From an optimization exercise on the open Yosys and OpenROAD flow, aimed at small area, a short achievable clock period and few clock cycles per item; shortcuts taken in it are not production practice. Function was checked by simulation only, so behaviour that the tests miss may differ from the original.

==> job 361 <==
==> flow/design.v (excerpt) <==
module rf5c400_mixer (
    input  wire        clk,
    input  wire        rst,           
    input  wire        in_valid,
    output wire        in_ready,
    input  wire [15:0] in_word,       
    input  wire [1:0]  in_type,       
    input  wire [7:0]  in_vol,        
    input  wire [63:0] in_level,      
    input  wire [7:0]  in_pan_l,      
    input  wire [7:0]  in_pan_r,      
    output reg         out_valid,
    output wire [20:0] out_l,         
    output wire [20:0] out_r          
);
  assign in_ready = 1'b1;
  reg        a_valid;
  reg [15:0] a_word;
  reg [1:0]  a_type;
  reg [7:0]  a_vol;
  reg [62:0] a_level;
  reg [7:0]  a_pan_l, a_pan_r;
  always @(posedge clk) begin
    a_valid <= in_valid & ~rst;
    a_word  <= in_word;
    a_type  <= in_type;
    a_vol   <= in_vol;
    a_level <= in_level[62:0];
    a_pan_l <= in_pan_l;
    a_pan_r <= in_pan_r;
  end
  reg [15:0] decoded;
  always @* begin
    case (a_type)
      2'b11:   decoded = a_word;
      2'b01:   decoded = {a_word[7:0], 8'h00};
      2'b10:   decoded = {a_word[15:8], 8'h00};
      default: decoded = 16'h0000;
    endcase
  end
  wire        neg = decoded[15];
  wire [7:0]  vol_gain;
  rf5c_vol_rom u_vol (.idx(a_vol), .vol_gain(vol_gain));
  wire [23:0] vprod = decoded[14:0] * vol_gain + (neg ? {15'd0, vol_gain} + 24'd511 : 24'd0);
  reg        b_valid;
  reg [13:0] b_p9mag;
  reg        b_neg;
  reg [51:0] b_frac;          
  reg [3:0]  b_u;             
  reg        b_rng;           
  reg [7:0]  b_pan_l, b_pan_r;
  always @(posedge clk) begin
    b_valid <= a_valid & ~rst;
    b_p9mag <= vprod[22:9];
    b_neg   <= neg;
    b_frac  <= a_level[51:0];
    b_u     <= a_level[55:52];
    b_rng   <= (a_level[62:56] == 7'h3F) && (a_level[55:52] != 4'd0);
    b_pan_l <= a_pan_l;
    b_pan_r <= a_pan_r;
  end
  wire [13:0] emag;
  ...
Settings: LEC_CHECK=0, ABC_AREA=1, CAP_MARGIN=20, CORE_MARGIN=2, CORE_UTILIZATION=40, SLEW_MARGIN=20, SYNTH_MEMORY_MAX_BITS=32768; clock period 60.0 ns.
standard.sh (not shown) runs the stock make flow with config.mk's settings and CLKGATE_MAP_FILE= SYNTH_SCRIPT=/design/flow/synth_recipe.tcl, a recipe that flattens the netlist after the stock synthesis.
==> flow/flow/run.sh <==
#!/bin/bash
# Layout flow: the standard layout, except that synthesis runs with
# SYNTH_ARGS=-noabc. That skips the generic ABC pass inside Yosys's "synth"
# (which rewrites the carry-save adder trees before full adders are
# extracted, leaving inverters between the adder cells); the final ABC
# mapping to the cell library still runs. Everything else, the registers
# included, is the standard synthesis and layout.
set -euo pipefail
sed 's/^make -C /make SYNTH_ARGS=-noabc -C /' standard.sh > synth_noabc.sh
grep -q 'SYNTH_ARGS=-noabc' synth_noabc.sh
bash synth_noabc.sh synth > synth.log 2>&1
bash standard.sh > layout.log 2>&1
test -f out/final.def
==> job 1327: changes against job 361 <==
==> flow/run.sh (new file) <==
#!/bin/bash
# synth_recipe.tcl (not shown) runs the flow's synth.tcl, then flattens the netlist and writes it again
# the make line also repeats each setting of config.mk as NAME=value (left out here)
make -C /OpenROAD-flow-scripts/flow DESIGN_CONFIG=/design/flow/config.mk WORK_HOME=/design/flow/orfs CLKGATE_MAP_FILE= SYNTH_SCRIPT=/design/flow/synth_recipe.tcl finish
removed: flow/flow/run.sh
removed: flow/standard.sh
==> comparison table <==
metric	job 361	job 1327
Non-Clock Buffer Area Fraction	0.03543	0.03481
Clock skew after layout	0.02696 ns	0.03892 ns
Final Routed Wirelength	222200 um	226100 um
Worst Hold Margin	0.3212 ns	0.2943 ns
Setup Slack @ Placement	47.04 ns	46.89 ns
Routing usage on met3	0.05958	0.04655
GRT Util Overall	0.2983	0.2983
FILL cells	14580	15170
Fraction of the core area covered by cells at the end of the flow	0.4318	0.4328
Met1 Use GR	0.4139	0.3867
Core Region	139400 um^2	144000 um^2
Number of clock buffer instances in the layout	38	36
Final Instance Area	60170 um^2	62330 um^2
Outcome	no timing/DRC/antenna violations	no timing/DRC/antenna violations
Mean instance size in the synthesized netlist	7.223 um^2	6.991 um^2
Starting utilization of the core area	0.4028	0.4037
Testbench counts of job 361, summed over its fixed seeds: cycles 196,656, items 6,144.
Testbench counts of job 1327, summed over its fixed seeds: cycles 196,656, items 6,144.

========
==> 12-02 <==
Another version of the RTL of rf5c400_mixer (not shown whole).
// rf5c400_mixer
module rf5c400_mixer (
    input  wire        clk,
    input  wire        rst,           
    input  wire        in_valid,
    output wire        in_ready,
    input  wire [15:0] in_word,       
    input  wire [1:0]  in_type,       
    input  wire [7:0]  in_vol,        
    input  wire [63:0] in_level,      
    input  wire [7:0]  in_pan_l,      
    input  wire [7:0]  in_pan_r,      
    output reg         out_valid,
    output wire [20:0] out_l,         
    output wire [20:0] out_r          
);
==> module rf5c_pan_rom, before the edit <==
module rf5c_pan_rom (
    input  wire [7:0]  idx,
    output wire [29:0] k,
    output wire        unity,
    output wire        zero
);
  localparam [30*128-1:0] TAB = {
    30'h00000000,
    30'h00000000,
    30'h00000000,
    30'h00000000,
    30'h00000000,
    30'h00000000,
    30'h00000000,
    30'h00000000,
    30'h00000000,
    30'h00000000,
    30'h00000000,
    30'h00000000,
    30'h00000000,
    30'h00000000,
    30'h00000000,
    30'h00000000,
    30'h00000000,
    30'h00000000,
    30'h00000000,
    30'h00000000,
    30'h00000000,
    30'h00000000,
    30'h00000000,
    30'h00000000,
    30'h00000000,
    30'h00000000,
    30'h00000000,
    30'h00000000,
    30'h00000000,
    30'h00000000,
    30'h00000000,
    30'h00000000,
    30'h00000000,
    30'h00000000,
    30'h00000000,
    30'h00000000,
    30'h00000000,
    30'h00000000,
    30'h00000000,
    30'h00000000,
    30'h00000000,
    30'h00000000,
    30'h00000000,
    30'h00000000,
    30'h00000000,
    30'h00000000,
    30'h00000000,
    30'h00000000,
    30'h00000000,
    30'h00000000,
    30'h00000000,
    30'h00000000,
    30'h00000000,
    30'h00000000,
    30'h00000000,
    30'h00000000,
    30'h00000000,
    30'h07986C53,
    30'h0ABDD45E,
    30'h0D27D6ED,
    30'h0F30D8A6,
    30'h10FBDCB9,
    30'h129AD82D,
    30'h141875BC,
    30'h157BA8B9,
    30'h16C944F9,
    30'h1804CE3C,
    30'h1930EBEB,
    30'h1A4FADDA,
    30'h1B62B78E,
    30'h1C6B5D70,
    30'h1D6AB7E8,
    30'h1E61B149,
    30'h1F510FC8,
    30'h20397D17,
    30'h211B8B32,
    30'h21F7B972,
    30'h22CE7747,
    30'h23A02711,
    30'h246D2025,
    30'h2535B04F,
    30'h25FA1D9C,
    30'h26BAA6C8,
    30'h277784C4,
    30'h2830EB78,
    30'h28E709E9,
    30'h299A0B33,
    30'h2A4A16E4,
    30'h2AF7514C,
    30'h2BA1DC31,
    30'h2C49D66D,
    30'h2CEF5CA8,
    30'h2D9289EF,
    30'h2E3376BF,
    30'h2ED23A96,
    30'h2F6EEB0F,
    30'h30099C80,
    30'h30A261E6,
    30'h31394D3D,
    30'h31CE6F54,
    30'h3261D7E9,
    30'h32F39623,
    30'h3383B80F,
    30'h34124AF8,
    30'h349F5BAF,
    30'h352AF621,
    30'h35B525CE,
    30'h363DF54D,
    30'h36C56F20,
    30'h374B9D16,
    30'h37D0887A,
    30'h38543A33,
    30'h38D6BAE1,
    30'h3958127F,
    30'h39D848F3,
    30'h3A576596,
    30'h3AD56FD0,
    30'h3B526DED,
    30'h3BCE6733,
    30'h3C496134,
    30'h3CC36293,
    30'h3D3C70A1,
    30'h3DB49151,
    30'h3E2BC9E5,
    30'h3EA21F97,
    30'h3F179750,
    30'h3F8C35D2,
    30'h00000000
  };
  assign unity = (idx == 8'h00);
  assign zero  = idx[7] | (idx[6:0] > 7'h46);
  assign k     = TAB[idx[6:0] * 30 +: 30];
endmodule
clock: 60.0 ns
lec_check: 0
abc_area: 1
cap_margin: 20
core_margin: 2
core_utilization: 40
slew_margin: 20
synth_memory_max_bits: 32768
run.sh (not shown) runs the stock make flow with config.mk's settings and CLKGATE_MAP_FILE= SYNTH_SCRIPT=/design/flow/synth_recipe.tcl, a recipe that flattens the netlist after the stock synthesis.
Stock flow here: none of the scripts above is used.
==> inputs of 12-01, as changes to 12-02 <==
--- a/flow/design.v
+++ b/flow/design.v
@@ -622,72 +622,72 @@
     30'h00000000,
-    30'h07986C53,
-    30'h0ABDD45E,
-    30'h0D27D6ED,
-    30'h0F30D8A6,
-    30'h10FBDCB9,
-    30'h129AD82D,
-    30'h141875BC,
-    30'h157BA8B9,
-    30'h16C944F9,
-    30'h1804CE3C,
-    30'h1930EBEB,
-    30'h1A4FADDA,
-    30'h1B62B78E,
+    30'h07986C58,
+    30'h0ABDD468,
+    30'h0D27D6F0,
+    30'h0F30D8A8,
+    30'h10FBDCB8,
+    30'h129AD830,
+    30'h141875C0,
+    30'h157BA8C0,
+    30'h16C94500,
+    30'h1804CE40,
+    30'h1930EBF0,
+    30'h1A4FADE0,
+    30'h1B62B790,
     30'h1C6B5D70,
     30'h1D6AB7E8,
-    30'h1E61B149,
+    30'h1E61B150,
     30'h1F510FC8,
-    30'h20397D17,
-    30'h211B8B32,
-    30'h21F7B972,
-    30'h22CE7747,
-    30'h23A02711,
-    30'h246D2025,
-    30'h2535B04F,
-    30'h25FA1D9C,
+    30'h20397D20,
+    30'h211B8B38,
+    30'h21F7B978,
+    30'h22CE7748,
+    30'h23A02710,
+    30'h246D2028,
+    30'h2535B050,
+    30'h25FA1DA0,
     30'h26BAA6C8,
-    30'h277784C4,
-    30'h2830EB78,
-    30'h28E709E9,
-    30'h299A0B33,
-    30'h2A4A16E4,
-    30'h2AF7514C,
-    30'h2BA1DC31,
-    30'h2C49D66D,
+    30'h277784C8,
+    30'h2830EB80,
+    30'h28E709E8,
+    30'h299A0B38,
+    30'h2A4A16E8,
+    30'h2AF75150,
+    30'h2BA1DC34,
+    30'h2C49D670,
     30'h2CEF5CA8,
-    30'h2D9289EF,
-    30'h2E3376BF,
-    30'h2ED23A96,
-    30'h2F6EEB0F,
+    30'h2D9289F8,
+    30'h2E3376C0,
+    30'h2ED23A98,
+    30'h2F6EEB18,
     30'h30099C80,
-    30'h30A261E6,
-    30'h31394D3D,
-    30'h31CE6F54,
-    30'h3261D7E9,
-    30'h32F39623,
-    30'h3383B80F,
-    30'h34124AF8,
-    30'h349F5BAF,
-    30'h352AF621,
-    30'h35B525CE,
-    30'h363DF54D,
+    30'h30A261E8,
+    30'h31394D40,
+    30'h31CE6F58,
+    30'h3261D7E8,
+    30'h32F39628,
+    30'h3383B810,
+    30'h34124B00,
+    30'h349F5BB4,
+    30'h352AF628,
+    30'h35B525D8,
+    30'h363DF550,
     30'h36C56F20,
-    30'h374B9D16,
-    30'h37D0887A,
-    30'h38543A33,
-    30'h38D6BAE1,
-    30'h3958127F,
-    30'h39D848F3,
-    30'h3A576596,
-    30'h3AD56FD0,
-    30'h3B526DED,
-    30'h3BCE6733,
-    30'h3C496134,
-    30'h3CC36293,
-    30'h3D3C70A1,
-    30'h3DB49151,
-    30'h3E2BC9E5,
-    30'h3EA21F97,
+    30'h374B9D18,
+    30'h37D08880,
+    30'h38543A38,
+    30'h38D6BAE0,
+    30'h39581280,
+    30'h39D848F8,
+    30'h3A576598,
+    30'h3AD56FE8,
+    30'h3B526DF0,
+    30'h3BCE6730,
+    30'h3C496138,
+    30'h3CC362A0,
+    30'h3D3C70A0,
+    30'h3DB49154,
+    30'h3E2BC9E8,
+    30'h3EA21F98,
     30'h3F179750,
-    30'h3F8C35D2,
+    30'h3F8C35B0,
     30'h00000000
==> flow/flow/run.sh (new file) <==
#!/bin/bash
# Layout flow: the standard layout (standard.sh) with two changes.
#  1. Synthesis runs with SYNTH_ARGS=-noabc. That skips the generic ABC pass
#     inside Yosys's "synth" (it rewrites the carry-save adder trees before
#     full adders are extracted, leaving inverters between the adder
#     cells); the final ABC mapping to the cell library still runs, and the
#     registers are the standard synthesis's.
#  2. Port buffers are sky130_fd_sc_hd__buf_2 (BUFFER_PORTS_ARGS) instead of
#     the delay cell buffer_ports picks by default; every input and output
#     port still gets its own buffer.
# Each step's full output goes to its own log file here.
set -euo pipefail
sed 's/^make -C /make SYNTH_ARGS=-noabc -C /' standard.sh > synth_noabc.sh
grep -q 'SYNTH_ARGS=-noabc' synth_noabc.sh
bash synth_noabc.sh synth > synth.log 2>&1
sed 's/^make -C /make "BUFFER_PORTS_ARGS=-buffer_cell sky130_fd_sc_hd__buf_2" -C /' standard.sh > layout_buf2.sh
grep -q 'BUFFER_PORTS_ARGS=-buffer_cell' layout_buf2.sh
bash layout_buf2.sh > layout.log 2>&1
test -f out/final.def
==> flow/standard.sh (new file) <==
#!/bin/bash
# synth_recipe.tcl (not shown) runs the flow's synth.tcl, then flattens the netlist and writes it again
# the make line also repeats each setting of config.mk as NAME=value (left out here)
make -C /OpenROAD-flow-scripts/flow DESIGN_CONFIG=/design/flow/config.mk WORK_HOME=/design/flow/orfs CLKGATE_MAP_FILE= SYNTH_SCRIPT=/design/flow/synth_recipe.tcl "${@:-finish}"
removed: flow/run.sh
==> inputs of 04-05, as changes to 12-02 <==
--- a/flow/design.v
+++ b/flow/design.v
@@ -622,72 +622,72 @@
     30'h00000000,
-    30'h07986C53,
-    30'h0ABDD45E,
-    30'h0D27D6ED,
-    30'h0F30D8A6,
-    30'h10FBDCB9,
-    30'h129AD82D,
-    30'h141875BC,
-    30'h157BA8B9,
-    30'h16C944F9,
-    30'h1804CE3C,
-    30'h1930EBEB,
-    30'h1A4FADDA,
-    30'h1B62B78E,
+    30'h07986C58,
+    30'h0ABDD468,
+    30'h0D27D6F0,
+    30'h0F30D8A8,
+    30'h10FBDCB8,
+    30'h129AD830,
+    30'h141875C0,
+    30'h157BA8C0,
+    30'h16C94500,
+    30'h1804CE40,
+    30'h1930EBF0,
+    30'h1A4FADE0,
+    30'h1B62B790,
     30'h1C6B5D70,
     30'h1D6AB7E8,
-    30'h1E61B149,
+    30'h1E61B150,
     30'h1F510FC8,
-    30'h20397D17,
-    30'h211B8B32,
-    30'h21F7B972,
-    30'h22CE7747,
-    30'h23A02711,
-    30'h246D2025,
-    30'h2535B04F,
-    30'h25FA1D9C,
+    30'h20397D20,
+    30'h211B8B38,
+    30'h21F7B978,
+    30'h22CE7748,
+    30'h23A02710,
+    30'h246D2028,
+    30'h2535B050,
+    30'h25FA1DA0,
     30'h26BAA6C8,
-    30'h277784C4,
-    30'h2830EB78,
-    30'h28E709E9,
-    30'h299A0B33,
-    30'h2A4A16E4,
-    30'h2AF7514C,
-    30'h2BA1DC31,
-    30'h2C49D66D,
+    30'h277784C8,
+    30'h2830EB80,
+    30'h28E709E8,
+    30'h299A0B38,
+    30'h2A4A16E8,
+    30'h2AF75150,
+    30'h2BA1DC34,
+    30'h2C49D670,
     30'h2CEF5CA8,
-    30'h2D9289EF,
-    30'h2E3376BF,
-    30'h2ED23A96,
-    30'h2F6EEB0F,
+    30'h2D9289F8,
+    30'h2E3376C0,
+    30'h2ED23A98,
+    30'h2F6EEB18,
     30'h30099C80,
-    30'h30A261E6,
-    30'h31394D3D,
-    30'h31CE6F54,
-    30'h3261D7E9,
-    30'h32F39623,
-    30'h3383B80F,
-    30'h34124AF8,
-    30'h349F5BAF,
-    30'h352AF621,
-    30'h35B525CE,
-    30'h363DF54D,
+    30'h30A261E8,
+    30'h31394D40,
+    30'h31CE6F58,
+    30'h3261D7E8,
+    30'h32F39628,
+    30'h3383B810,
+    30'h34124B00,
+    30'h349F5BB4,
+    30'h352AF628,
+    30'h35B525D8,
+    30'h363DF550,
     30'h36C56F20,
-    30'h374B9D16,
-    30'h37D0887A,
-    30'h38543A33,
-    30'h38D6BAE1,
-    30'h3958127F,
-    30'h39D848F3,
-    30'h3A576596,
-    30'h3AD56FD0,
-    30'h3B526DED,
-    30'h3BCE6733,
-    30'h3C496134,
-    30'h3CC36293,
-    30'h3D3C70A1,
-    30'h3DB49151,
-    30'h3E2BC9E5,
-    30'h3EA21F97,
+    30'h374B9D18,
+    30'h37D08880,
+    30'h38543A38,
+    30'h38D6BAE0,
+    30'h39581280,
+    30'h39D848F8,
+    30'h3A576598,
+    30'h3AD56FE8,
+    30'h3B526DF0,
+    30'h3BCE6730,
+    30'h3C496138,
+    30'h3CC362A0,
+    30'h3D3C70A0,
+    30'h3DB49154,
+    30'h3E2BC9E8,
+    30'h3EA21F98,
     30'h3F179750,
-    30'h3F8C35D2,
+    30'h3F8C35B0,
     30'h00000000
==> flow/flow/run.sh (new file) <==
#!/bin/bash
# Layout flow: the standard layout (standard.sh) with two changes.
#  1. Synthesis runs with SYNTH_ARGS=-noabc. That skips the generic ABC pass
#     inside Yosys's "synth" (it rewrites the carry-save adder trees before
#     full adders are extracted, leaving inverters between the adder
#     cells); the final ABC mapping to the cell library still runs, and the
#     registers are the standard synthesis's.
#  2. Port buffers are sky130_fd_sc_hd__buf_2 (BUFFER_PORTS_ARGS) instead of
#     the delay cell buffer_ports picks by default; every input and output
#     port still gets its own buffer.
# Each step's full output goes to its own log file here.
set -euo pipefail
sed 's/^make -C /make SYNTH_ARGS=-noabc -C /' standard.sh > synth_noabc.sh
grep -q 'SYNTH_ARGS=-noabc' synth_noabc.sh
bash synth_noabc.sh synth > synth.log 2>&1
sed 's/^make -C /make "BUFFER_PORTS_ARGS=-buffer_cell sky130_fd_sc_hd__buf_2" -C /' standard.sh > layout_buf2.sh
grep -q 'BUFFER_PORTS_ARGS=-buffer_cell' layout_buf2.sh
bash layout_buf2.sh > layout.log 2>&1
test -f out/final.def
==> flow/standard.sh (new file) <==
#!/bin/bash
# synth_recipe.tcl (not shown) runs the flow's synth.tcl, then flattens the netlist and writes it again
# the make line also repeats each setting of config.mk as NAME=value (left out here)
make -C /OpenROAD-flow-scripts/flow DESIGN_CONFIG=/design/flow/config.mk WORK_HOME=/design/flow/orfs CLKGATE_MAP_FILE= SYNTH_SCRIPT=/design/flow/synth_recipe.tcl "${@:-finish}"
- CORE_UTILIZATION: 40 -> 60
- PLACE_DENSITY: unset -> 0.72
removed: flow/run.sh
==> inputs of 01-04, as changes to 12-02 <==
==> flow/flow/run.sh (new file) <==
#!/bin/bash
# Layout flow: the standard layout (standard.sh) with two changes.
#  1. Synthesis runs with SYNTH_ARGS=-noabc. That skips the generic ABC pass
#     inside Yosys's "synth" (it rewrites the carry-save adder trees before
#     full adders are extracted, leaving inverters between the adder
#     cells); the final ABC mapping to the cell library still runs, and the
#     registers are the standard synthesis's.
#  2. Port buffers are sky130_fd_sc_hd__buf_2 (BUFFER_PORTS_ARGS) instead of
#     the delay cell buffer_ports picks by default; every input and output
#     port still gets its own buffer.
# Each step's full output goes to its own log file here.
set -euo pipefail
sed 's/^make -C /make SYNTH_ARGS=-noabc -C /' standard.sh > synth_noabc.sh
grep -q 'SYNTH_ARGS=-noabc' synth_noabc.sh
bash synth_noabc.sh synth > synth.log 2>&1
sed 's/^make -C /make "BUFFER_PORTS_ARGS=-buffer_cell sky130_fd_sc_hd__buf_2" -C /' standard.sh > layout_buf2.sh
grep -q 'BUFFER_PORTS_ARGS=-buffer_cell' layout_buf2.sh
bash layout_buf2.sh > layout.log 2>&1
test -f out/final.def
==> flow/standard.sh (new file) <==
#!/bin/bash
# synth_recipe.tcl (not shown) runs the flow's synth.tcl, then flattens the netlist and writes it again
# the make line also repeats each setting of config.mk as NAME=value (left out here)
make -C /OpenROAD-flow-scripts/flow DESIGN_CONFIG=/design/flow/config.mk WORK_HOME=/design/flow/orfs CLKGATE_MAP_FILE= SYNTH_SCRIPT=/design/flow/synth_recipe.tcl "${@:-finish}"
removed: flow/run.sh
==> qor summary <==
| quantity | 12-02 | 01-04 | 12-01 | 04-05 |
|---|---|---|---|---|
| Result of the run | finished clean | finished clean | finished clean | finished clean |
| Global-route wire length before repair | 287,100 um | 264,700 um | 265,000 um | 256,700 um |
| Number of diodes added for antenna fixing | 1 | 1 | 1 | 0 |
| Initial antenna violation count | 1 | 0 | 1 | 2 |
| Share of the synthesized area in compound gates (AO/OA/AOI/OAI) | 0.2084 | 0.2117 | 0.2120 | 0.2120 |
| Worst r2r src | c_pan_r[1] | c_pan_l[0] | c_pan_r[0] | b_frac[4] |
| Pre-CTS setup slack | 46,900 ps | 47,360 ps | 47,260 ps | 47,360 ps |
| Area growth syn-to-layout | 8.328% | 6.599% | 6.797% | 5.448% |
| Adder-cell area share of the yosys netlist | 0.3289 | 0.3420 | 0.3438 | 0.3438 |
| Multi-input comb cells | 4,812 | 4,752 | 4,655 | 4,655 |
| Worst setup slack for register-to-register paths | 47,520 ps | 48,040 ps | 48,020 ps | 48,490 ps |
| Critical R2R Capture | acc_r[19] | acc_l[19] | acc_r[19] | c_emag[13] |
| Number of global-route vias before repair | 48,838 | 44,832 | 45,379 | 46,121 |
| Clock buffers created by TritonCTS | 36 | 36 | 38 | 37 |
| Total of clock buffers placed in the layout | 46 | 45 | 42 | 44 |
| Die ar. | 129,400 um2 | 122,000 um2 | 120,800 um2 | 80,960 um2 |
| Floorplan Core Area | 125,600 um2 | 118,200 um2 | 117,600 um2 | 77,720 um2 |
| Routed wl met2 | 82,640 um | 75,180 um | 75,890 um | 73,430 um |
| Highest achievable clock rate | 0.07312 GHz | 0.07547 GHz | 0.07498 GHz | 0.07604 GHz |
| Endpoint of the worst hold-timing path | c_pan_r[1] | c_neg | c_neg | b_frac[44] |
| Net count after synthesis | 7,810 | 7,031 | 6,930 | 6,930 |
Testbench counts of 12-02, summed over its fixed seeds: cycles 196,656, items 6,144.
Testbench counts of 12-01, summed over its fixed seeds: cycles 196,656, items 6,144.
Testbench counts of 04-05, summed over its fixed seeds: cycles 196,656, items 6,144.
Testbench counts of 01-04, summed over its fixed seeds: cycles 196,656, items 6,144.

afterwards: timing with drivers on the ports:
In the flow no input, the clock included, has a driving cell. The finished layouts below were timed again as built, in two steps.
Step 1 (the two cells are an assumption about what drives the block):
set clk [get_ports {clk}]
set_driving_cell -lib_cell sky130_fd_sc_hd__clkbuf_16 $clk
set_driving_cell -lib_cell sky130_fd_sc_hd__buf_2 [delete_from_list [all_inputs] $clk]
Step 2 adds t to the input delays and takes it off the output delays; t is the mean of the earliest and latest rising clock arrival at the registers after step 1. Input paths then give back, and output paths get back, about the clock's delay inside the block.
Three values: no drivers, after step 1, after step 2; two values: the first two.
| run | t (ns) | setup slack, ns | worst data-port slew with drivers (ns) | cell pins on the clock port's net |
|---|---|---|---|---|
| job 361 | 0.719 | 46.403 / 46.327 / 46.992 | 0.05 | 1 |
| job 1327 | 0.702 | 46.216 / 46.145 / 46.846 | 0.06 | 1 |
| 12-02 | 0.685 | 46.323 / 46.251 / 46.936 | 0.06 | 1 |
| 12-01 | 0.685 | 46.663 / 46.596 / 47.281 | 0.04 | 1 |
| 04-05 | 0.641 | 46.849 / 46.781 / 47.326 | 0.05 | 1 |
| 01-04 | 0.661 | 46.750 / 46.681 / 47.342 | 0.04 | 1 |
After both steps every run listed still meets setup and hold.
